What follows belongs to an exercise in optimizing a design on an open flow for small area, a short achievable clock period and few clock cycles; a production flow would make more cautious choices. Function was checked by simulation only, so behaviour that the tests miss may differ from the original.

Setup of build 21:
==> flow/design.v <==
module hpd_decoder (
    input  wire        clk,
    input  wire        rst,
    input  wire        tbl_we,
    input  wire [4:0]  tbl_addr,
    input  wire [15:0] tbl_code,
    input  wire [4:0]  tbl_len,
    input  wire [7:0]  tbl_op,
    input  wire        start,
    input  wire [15:0] total_bits,
    input  wire [4:0]  est_bits,
    input  wire [13:0] bail_terms,
    input  wire [13:0] bail_ops,
    output wire        idle,
    output reg         done,
    input  wire        in_valid,
    input  wire [7:0]  in_data,
    output wire        in_ready,
    output reg         op_valid,
    output wire [7:0]  op_data,
    input  wire        op_ready
);
    localparam NCODES = 32;
    integer i;
    genvar  gi, gb;
    reg [16:0] t_v  [0:NCODES-1];
    reg [7:0]  t_op [0:NCODES-1];
    reg run;
    assign idle = !run;
    wire        w_ok = (tbl_len != 5'd0) && (tbl_len <= 5'd16) &&
                       ((tbl_code >> tbl_len) == 16'd0);
    wire [16:0] w_sh = {tbl_code, 1'b1} << (5'd16 - tbl_len);
    wire [16:0] w_v  = w_ok ? w_sh : 17'd0;
    always @(posedge clk) begin
        if (tbl_we && idle) begin
            t_v[tbl_addr]  <= w_v;
            t_op[tbl_addr] <= tbl_op;
        end
    end
    reg [31:0] bb;           
    reg [5:0]  cf;           
    reg [4:0]  cs;           
    reg        slow1;        
    reg        slow2;        
    reg [15:0] pw1, pw0;     
    reg [NCODES-1:0] mreg;   
    wire [5:0]  bcnt = cf - {1'b0, cs};
    wire [15:0] win = bb[31:16];
    wire [15:0] w1  = slow1 ? pw1 : win;
    wire [15:0] w0  = slow1 ? pw0 : ~win;
    wire [NCODES-1:0] match;
    wire [15:0]       emask [0:NCODES-1];
    generate
        for (gi = 0; gi < NCODES; gi = gi + 1) begin : g_ent
            wire [16:0] v = t_v[gi];
            wire [15:0] m;
            for (gb = 0; gb < 16; gb = gb + 1) begin : g_pfx
                assign m[gb] = |v[gb:0];
            end
            wire [15:0] ok = ~m | (v[16:1] & w1) | (~v[16:1] & w0);
            assign match[gi] = m[15] & (&ok);
            assign emask[gi] = m;
        end
    endgenerate
    reg [15:0] mmin;
    always @(*) begin
        mmin = 16'hFFFF;
        for (i = 0; i < NCODES; i = i + 1)
            mmin = mmin & (emask[i] | {16{~match[i]}});
    end
    wire nd_any [0:62];
    wire nd_two [0:62];
    generate
        for (gi = 0; gi < NCODES; gi = gi + 1) begin : g_leaf
            assign nd_any[31 + gi] = match[gi];
            assign nd_two[31 + gi] = 1'b0;
        end
        for (gi = 30; gi >= 0; gi = gi - 1) begin : g_node
            assign nd_any[gi] = nd_any[2*gi+1] | nd_any[2*gi+2];
            assign nd_two[gi] = nd_two[2*gi+1] | nd_two[2*gi+2] |
                                (nd_any[2*gi+1] & nd_any[2*gi+2]);
        end
    endgenerate
    wire any_m    = nd_any[0];
    wire conflict = nd_two[0];
    reg [NCODES-1:0] mlow;
    always @(*) begin
        for (i = 0; i < NCODES; i = i + 1)
            mlow[i] = mreg[i] & ~(|(mreg & ((32'd1 << i) - 32'd1)));
    end
    wire [NCODES-1:0] sel = slow2 ? mlow : match;
    reg  [7:0] sel_op;
    always @(*) begin
        sel_op = 8'd0;
        for (i = 0; i < NCODES; i = i + 1)
            sel_op = sel_op | ({8{sel[i]}} & t_op[i]);
    end
    wire [7:0] dec_op = (any_m || slow2) ? sel_op : 8'hFF;
    reg [16:0] rem;          
    reg [4:0]  p_est;
    reg [13:0] nops;
    reg [13:0] tleft;        
    reg [13:0] oleft;        
    reg        opass;        
    reg        stop_a;       
    reg        evd;          
    reg [7:0]  op_reg;
    assign op_data = op_reg;
    wire ffd = &op_reg;
    wire t_hit = (tleft == 14'd0) || (tleft == 14'd1 && evd && ffd);
    wire bail  = opass && t_hit;
    wire stop  = stop_a || bail;
    wire busy     = slow1 || slow2;
    wire out_free = !op_valid || op_ready;
    wire fire     = run && !stop && !busy && (bcnt >= 6'd16) && out_free;
    wire settle   = (fire && !conflict) || slow2;
    assign in_ready = run && (bcnt <= 6'd24);
    wire take = in_ready && in_valid;
    wire [16:1] t;
    generate
        for (gi = 1; gi < 17; gi = gi + 1) begin : g_t
            assign t[gi] = mmin[16-gi];
        end
    endgenerate
    wire [4:0] len;
    assign len[4] = t[16];
    assign len[3] = t[8] & ~t[16];
    assign len[2] = (t[4] & ~t[8]) | (t[12] & ~t[16]);
    assign len[1] = (t[2] & ~t[4]) | (t[6] & ~t[8]) | (t[10] & ~t[12]) | (t[14] & ~t[16]);
    assign len[0] = (t[1] & ~t[2]) | (t[3] & ~t[4]) | (t[5] & ~t[6]) | (t[7] & ~t[8]) |
                    (t[9] & ~t[10]) | (t[11] & ~t[12]) | (t[13] & ~t[14]) | (t[15] & ~t[16]);
    wire [4:0] sh = fire ? len : 5'd0;
    wire [31:0] bfill = take ? (bb | ({in_data, 24'd0} >> bcnt)) : bb;
    wire [5:0]  cfill = take ? bcnt + 6'd8 : bcnt;
    wire [31:0] s4 = sh[4] ? {bfill[15:0], 16'd0} : bfill;
    wire [31:0] s3 = sh[3] ? {s4[23:0], 8'd0} : s4;
    wire [31:0] s2 = sh[2] ? {s3[27:0], 4'd0} : s3;
    wire [31:0] s1 = sh[1] ? {s2[29:0], 2'd0} : s2;
    wire [31:0] s0 = sh[0] ? {s1[30:0], 1'd0} : s1;
    wire [16:0] rem_n   = rem - {12'd0, p_est};
    wire        bud_end = rem_n[16] || (rem_n == 17'd0);
    wire [13:0] nops_n  = nops + 14'd1;
    always @(posedge clk) begin
        if (rst) begin
            run      <= 1'b0;
            done     <= 1'b0;
            op_valid <= 1'b0;
            slow1    <= 1'b0;
            slow2    <= 1'b0;
            evd      <= 1'b0;
        end else begin
            done  <= 1'b0;
            slow1 <= fire && conflict;
            slow2 <= slow1;
            evd   <= settle;
            if (settle)
                op_valid <= 1'b1;
            else if (op_ready)
                op_valid <= 1'b0;
            if (!run) begin
                if (start) run <= 1'b1;
            end else if (stop && !busy && (!op_valid || op_ready)) begin
                run  <= 1'b0;
                done <= 1'b1;
            end
        end
    end
    always @(posedge clk) begin
        mreg <= match;
        pw1  <= win & mmin;
        pw0  <= ~win & mmin;
        if (fire || slow2) op_reg <= dec_op;
        if (!run) begin
            bb <= 32'd0;
            cf <= 6'd0;
            cs <= 5'd0;
        end else begin
            bb <= s0;
            cf <= cfill;
            cs <= sh;
        end
        if (!run) begin
            if (start) begin
                rem    <= {1'b0, total_bits};
                p_est  <= est_bits;
                nops   <= 14'd0;
                tleft  <= bail_terms;
                oleft  <= bail_ops;
                opass  <= 1'b0;
                stop_a <= (total_bits == 16'd0);
            end
        end else begin
            if (evd && ffd && tleft != 14'd0) tleft <= tleft - 14'd1;
            if (fire) begin
                rem    <= rem_n;
                nops   <= nops_n;
                if (oleft != 14'd0) oleft <= oleft - 14'd1;
                opass  <= opass || (oleft == 14'd0);
                stop_a <= bud_end || nops_n[13];
            end
        end
    end
endmodule
export LEC_CHECK = 0
export ABC_AREA = 1
export CAP_MARGIN = 20
export CORE_MARGIN = 2
export CORE_UTILIZATION = 40
export PLACE_DENSITY = 0.6
export SETUP_SLACK_MARGIN = 3.0
export SLEW_MARGIN = 20
export TNS_END_PERCENT = 0
create_clock -name core_clock -period 8.0 [get_ports {clk}]
run.sh (not shown) runs the stock make flow with config.mk's settings and CLKGATE_MAP_FILE= SYNTH_SCRIPT=/design/flow/synth_recipe.tcl, a recipe that flattens the netlist after the stock synthesis.
In summary, build 21 completed successfully, with a layout that passed the timing, DRC and antenna checks.
Testbench counts of build 21, summed over its fixed seeds: cycles 124,523.
## Diff of input files: build 24 against build 21
- SETUP_SLACK_MARGIN now 4.0, was 3.0
- GPL_TIMING_DRIVEN now 1, previously not set
- Re netlist area before placement: no difference whatsoever between build 21 and build 24.
- Delta (build 24 minus build 21): fraction of area in multi-input gates was more or less identical, final wirelength grew by about 3%.

[re-timing with driven ports]
Ports are ideal in the flow. The routed layouts listed here were re-timed in OpenROAD.
Step 1, drivers: a clkbuf_16 drives clk and a buf_2 each remaining input, both assumed.
Step 2, shift: input delay + t, output delay - t, t = (earliest + latest rising clock arrival at the registers) / 2. This alone moves slack from input paths to output paths.
a / b / c = ideal / step 1 / step 2; a / b = the first two.
run | t, ns | setup WS [ns] | worst register clock-pin slew, ns
build 21 | 0.861 | 2.762 / 2.762 / 2.249 | 0.08 / 0.08
build 24 | 0.845 | 3.111 / 3.111 / 2.777 | 0.08 / 0.08
After both steps setup and hold are still met in every run listed. The setup slack of build 21, which loses most, moves by 0.000 ns with the drivers and by -0.513 ns with both steps.
